This is an optimization exercise on Yosys and OpenROAD, whose aim is small area, a short achievable clock period and few clock cycles per item, not a production implementation. Power figures rest on the tool's default switching activity, not on a simulated workload.

Setup of run A:
Design lora_rx_decoder, start of the top module:
module lora_rx_decoder (
    input  wire        clk,
    input  wire        rst,           
    input  wire        start,
    input  wire [3:0]  cfg_sf,        
    input  wire [3:0]  cfg_ppm,       
    input  wire [2:0]  cfg_rdd,       
    input  wire        cfg_explicit,  
    input  wire        sym_valid,
    output wire        sym_ready,
    input  wire [15:0] sym_data,
    output wire        out_valid,
    input  wire        out_ready,
    output wire [7:0]  out_data
);
Size: roughly 920 cells after synthesis, ~270 flip-flops, about 43 I/O pins, roughly 13000 µm² of cells after synthesis.
==> flow/config.mk <==
export PLATFORM = sky130hd
export DESIGN_NAME = lora_rx_decoder
export DESIGN_NICKNAME = lora_rx_decoder
export VERILOG_FILES = /design/flow/design.v
export SDC_FILE = /design/flow/constraint.sdc
export NUM_CORES = 4
export LEC_CHECK = 0
export CAP_MARGIN = 20
export CORE_MARGIN = 2
export CORE_UTILIZATION = 40
export SLEW_MARGIN = 20
==> flow/constraint.sdc <==
create_clock -name core_clock -period 9.0 [get_ports {clk}]
set_input_delay 1.8000 -clock core_clock [delete_from_list [all_inputs] [get_ports {clk}]]
set_output_delay 1.8000 -clock core_clock [all_outputs]
set_load 0.01 [all_outputs]
standard.sh (not shown) runs the stock make flow with config.mk's settings and CLKGATE_MAP_FILE= SYNTH_SCRIPT=/design/flow/synth_recipe.tcl, a recipe that flattens the netlist after the stock synthesis.
==> flow/flow/run.sh <==
#!/bin/bash
bash standard.sh 'SETUP_SLACK_MARGIN=6.2' 'MATCH_CELL_FOOTPRINT=0' 'BUFFER_PORTS_ARGS=-buffer_cell sky130_fd_sc_hd__buf_2' 'CTS_BUF_LIST=sky130_fd_sc_hd__clkbuf_8' finish > standard.log 2>&1
Relative to run A, the following input files were edited for run B:
--- a/flow/design.v
+++ b/flow/design.v
@@ -22,35 +22,30 @@
     reg  [11:0] in_u;                 
     reg  [11:0] sb [0:7];
     reg  [2:0]  m;                    
     reg  [2:0]  r;                    
     reg         ld_hdr;               
     reg         sb_full;
     reg         first_x;              
     reg  [11:0] cb [0:7];
     reg  [3:0]  j;                    
     reg         cw_v;
     reg         cw_hdr;
-    reg         q_v;
-    reg  [7:0]  q_cw;
-    reg  [3:0]  q_key;
-    reg         q_hdr;
     reg         ov;
     reg  [5:0]  od;
     reg         bv;
     reg  [5:0]  bd;
     reg  [7:0]  s;
     reg         widx;
     wire [3:0] ppm_eff = (cfg_ppm == 4'd0) ? cfg_sf : cfg_ppm;
-    wire q_adv   = q_v & ~bv;
-    wire take    = cw_v & (~q_v | q_adv);
+    wire take    = cw_v & ~bv;
     wire a_free  = ~ov | out_ready;
     wire cw_last = (j == pm1);
     wire xfer    = sb_full & (~cw_v | (take & cw_last));
     wire s1_go   = in_v & (~sb_full | xfer);
     wire [2:0] wl1 = ld_hdr ? 3'd7 : (3'd3 + rdd);    
     wire ld_last = (m == wl1);
     reg  rdy;
     assign sym_ready = rdy;
     wire acc = sym_valid & rdy;
     reg  [11:0] below, pa0, pa1, pa2, pa3, cy;
     integer ci;
@@ -77,27 +72,27 @@
     reg  [11:0] gm;
     always @* for (ci = 0; ci < 12; ci = ci + 1) gm[ci] = (ci + 1 < sf);
     wire [11:0] G     = in_u ^ ({1'b0, in_u[11:1]} & gm);
     wire [4:0]  sa    = {1'b0, sh} + 5'd7 - {2'b0, r};
     wire [18:0] Gx    = {G, 7'd0};
     wire [18:0] A     = Gx >> sa;
     wire [11:0] B     = G >> (sf - {1'b0, r});
     reg  [11:0] rot;
     always @* for (ci = 0; ci < 12; ci = ci + 1) rot[ci] = (ci < r) ? B[ci] : A[ci];
     wire [7:0] cw = {cb[7][j], cb[6][j], cb[5][j], cb[4][j],
                      cb[3][j], cb[2][j], cb[1][j], cb[0][j]};
+    wire [2:0] cur_rdd = cw_hdr ? 3'd4 : rdd;
     wire use_key = ~(cw_hdr & expl & (j < 4'd5));
     wire [3:0] key = widx ? {s[0], s[1], s[2], s[3]} : {s[4], s[5], s[6], s[7]};
-    wire [2:0] cur_rdd = q_hdr ? 3'd4 : rdd;
-    wire b0 = q_cw[0], b1 = q_cw[1], b2 = q_cw[2], b3 = q_cw[3];
-    wire b4 = q_cw[4], b5 = q_cw[5], b6 = q_cw[6], b7 = q_cw[7];
+    wire b0 = cw[0], b1 = cw[1], b2 = cw[2], b3 = cw[3];
+    wire b4 = cw[4], b5 = cw[5], b6 = cw[6], b7 = cw[7];
     wire p0 = b0 ^ b1 ^ b2 ^ b4;
     wire p1 = b1 ^ b2 ^ b3 ^ b5;
     wire p2 = b0 ^ b1 ^ b3 ^ b6;
     wire p3 = b0 ^ b2 ^ b3 ^ b7;
     wire [3:0] s84 = {p3, p2, p1, p0};
     wire [2:0] s74 = {p2, p1, p0};
     reg [3:0] flip;
     reg       dec_e, dec_b;
     always @* begin
         flip  = 4'd0;
         dec_e = 1'b0;
@@ -121,44 +116,39 @@
                     4'hD: flip = 4'h1;
                     4'h7: flip = 4'h2;
                     4'hB: flip = 4'h4;
                     4'hE: flip = 4'h8;
                     4'h0, 4'h1, 4'h2, 4'h4, 4'h8: ;
                     default: dec_b = 1'b1;
                 endcase
             end
             default: ;
         endcase
     end
-    wire [3:0] dec_d = q_cw[3:0] ^ flip ^ q_key;
+    wire [3:0] dec_d = cw[3:0] ^ flip ^ (use_key ? key : 4'd0);
     assign out_valid = ov;
     assign out_data  = {2'b00, od};
     integer i;
     always @(posedge clk) begin
         if (acc) begin
             in_u  <= u_in;
         end
         if (s1_go)
             sb[m] <= rot;
         for (i = 0; i < 8; i = i + 1)
             if (xfer)
                 cb[i] <= sb[i];
         if (a_free)
             od <= bv ? bd : {dec_b, dec_e, dec_d};
-        if (~a_free & q_adv)
+        if (~a_free & take)
             bd <= {dec_b, dec_e, dec_d};
-        if (take) begin
-            q_cw  <= cw;
-            q_key <= use_key ? key : 4'd0;
-            q_hdr <= cw_hdr;
-        end
     end
     wire in_v_n    = acc | (in_v & ~s1_go);
     wire sb_full_n = (s1_go & ld_last) | (sb_full & ~xfer);
     wire cw_v_n    = xfer | (cw_v & ~(take & cw_last));
     always @(posedge clk) begin
         if (rst | start)
             rdy <= ~rst;
         else
             rdy <= ~in_v_n | ~sb_full_n | ~cw_v_n;
         if (start) begin
             sh   <= (cfg_ppm == 4'd0) ? 4'd0 : cfg_sf - cfg_ppm;
@@ -171,23 +161,22 @@
             in_v    <= 1'b0;
             m       <= 3'd0;
             r       <= 3'd0;
             ld_hdr  <= 1'b1;
             sb_full <= 1'b0;
             first_x <= 1'b1;
             cw_v    <= 1'b0;
             cw_hdr  <= 1'b1;
             j       <= 4'd0;
             ov      <= 1'b0;
             bv      <= 1'b0;
-            q_v     <= 1'b0;
             s       <= 8'hFF;
             widx    <= 1'b0;
         end else begin
             if (acc)
                 in_v <= 1'b1;
             else if (s1_go)
                 in_v <= 1'b0;
             if (s1_go) begin
                 if (ld_last) begin
                     m      <= 3'd0;
                     r      <= 3'd0;
@@ -204,28 +193,24 @@
             if (xfer) begin
                 cw_v    <= 1'b1;
                 cw_hdr  <= first_x;
                 first_x <= 1'b0;
                 j       <= 4'd0;
             end else if (take) begin
                 if (cw_last)
                     cw_v <= 1'b0;
                 j <= j + 4'd1;
             end
             if (a_free)
-                ov <= bv | q_adv;
+                ov <= bv | take;
             if (a_free)
                 bv <= 1'b0;
-            else if (q_adv)
+            else if (take)
                 bv <= 1'b1;
-            if (take)
-                q_v <= 1'b1;
-            else if (q_adv)
-                q_v <= 1'b0;
             if (take & use_key) begin
                 if (widx)
                     s <= {s[0] ^ s[2] ^ s[3] ^ s[4], s[7:1]};
                 widx <= ~widx;
             end
         end
     end
 endmodule
Re leakage power figure: run A was lower than run B. Run B vs run A — number of buffers added by the clock tree synthesis step dropped about 7%. In run B, utilization is higher than in run A. Compared with run A, run B has less setup slack. Die span in x in run B is about 2% lower than in run A. Compared with run A, in run B proportion of synthesized area in mux cells increased 1.9 points; cell count of the worst reg-to-reg path increased 5; share of the cycle needed by the critical path after routing increased 1.8 points; transition time at the pin with the least slew margin increased 0.041 ns; area occupied by multi-input gates increased 7.3%. Largest vdd supply drop of run B exceeds that of run A by more than a quarter. A cell at the slowest stage of the critical path of sky130_fd_sc_hd__or4_4 is what run A shows, while sky130_fd_sc_hd__mux4_2 belongs to run B. Going from run A to run B, number of fill cells shrinks by 6.6%.
No functional check of the RTL was part of any run of this note.

==> afterwards: timing with drivers on the ports <==
In the flow no input, the clock included, has a driving cell. The finished layouts below were timed again as built, in two steps.
Step 1 sets driving cells, clkbuf_16 on the clock port and buf_2 on the other inputs (assumed; they add their load-dependent delay and slew).
Step 2 also shifts input and output timing later by t, the mid clock arrival at the registers, as if the neighbouring blocks saw the same clock.
a / b / c = no drivers / after step 1 / after step 2; a / b = the first two.
| run | t (ns) | setup WS [ns] | hold WS [ns] | worst slew at a driven data input, ns |
|---|---|---|---|---|
| run A | 0.585 | 5.770 / 5.770 / 5.731 | 0.404 / 0.404 / 0.404 | 0.04 |
| run B | 0.609 | 5.606 / 5.606 / 5.606 | 0.410 / 0.410 / 0.410 | 0.05 |
After both steps every run listed still meets setup and hold. For run A, which loses most, drivers alone change the setup slack by 0.000 ns; drivers and shift together by -0.039 ns.
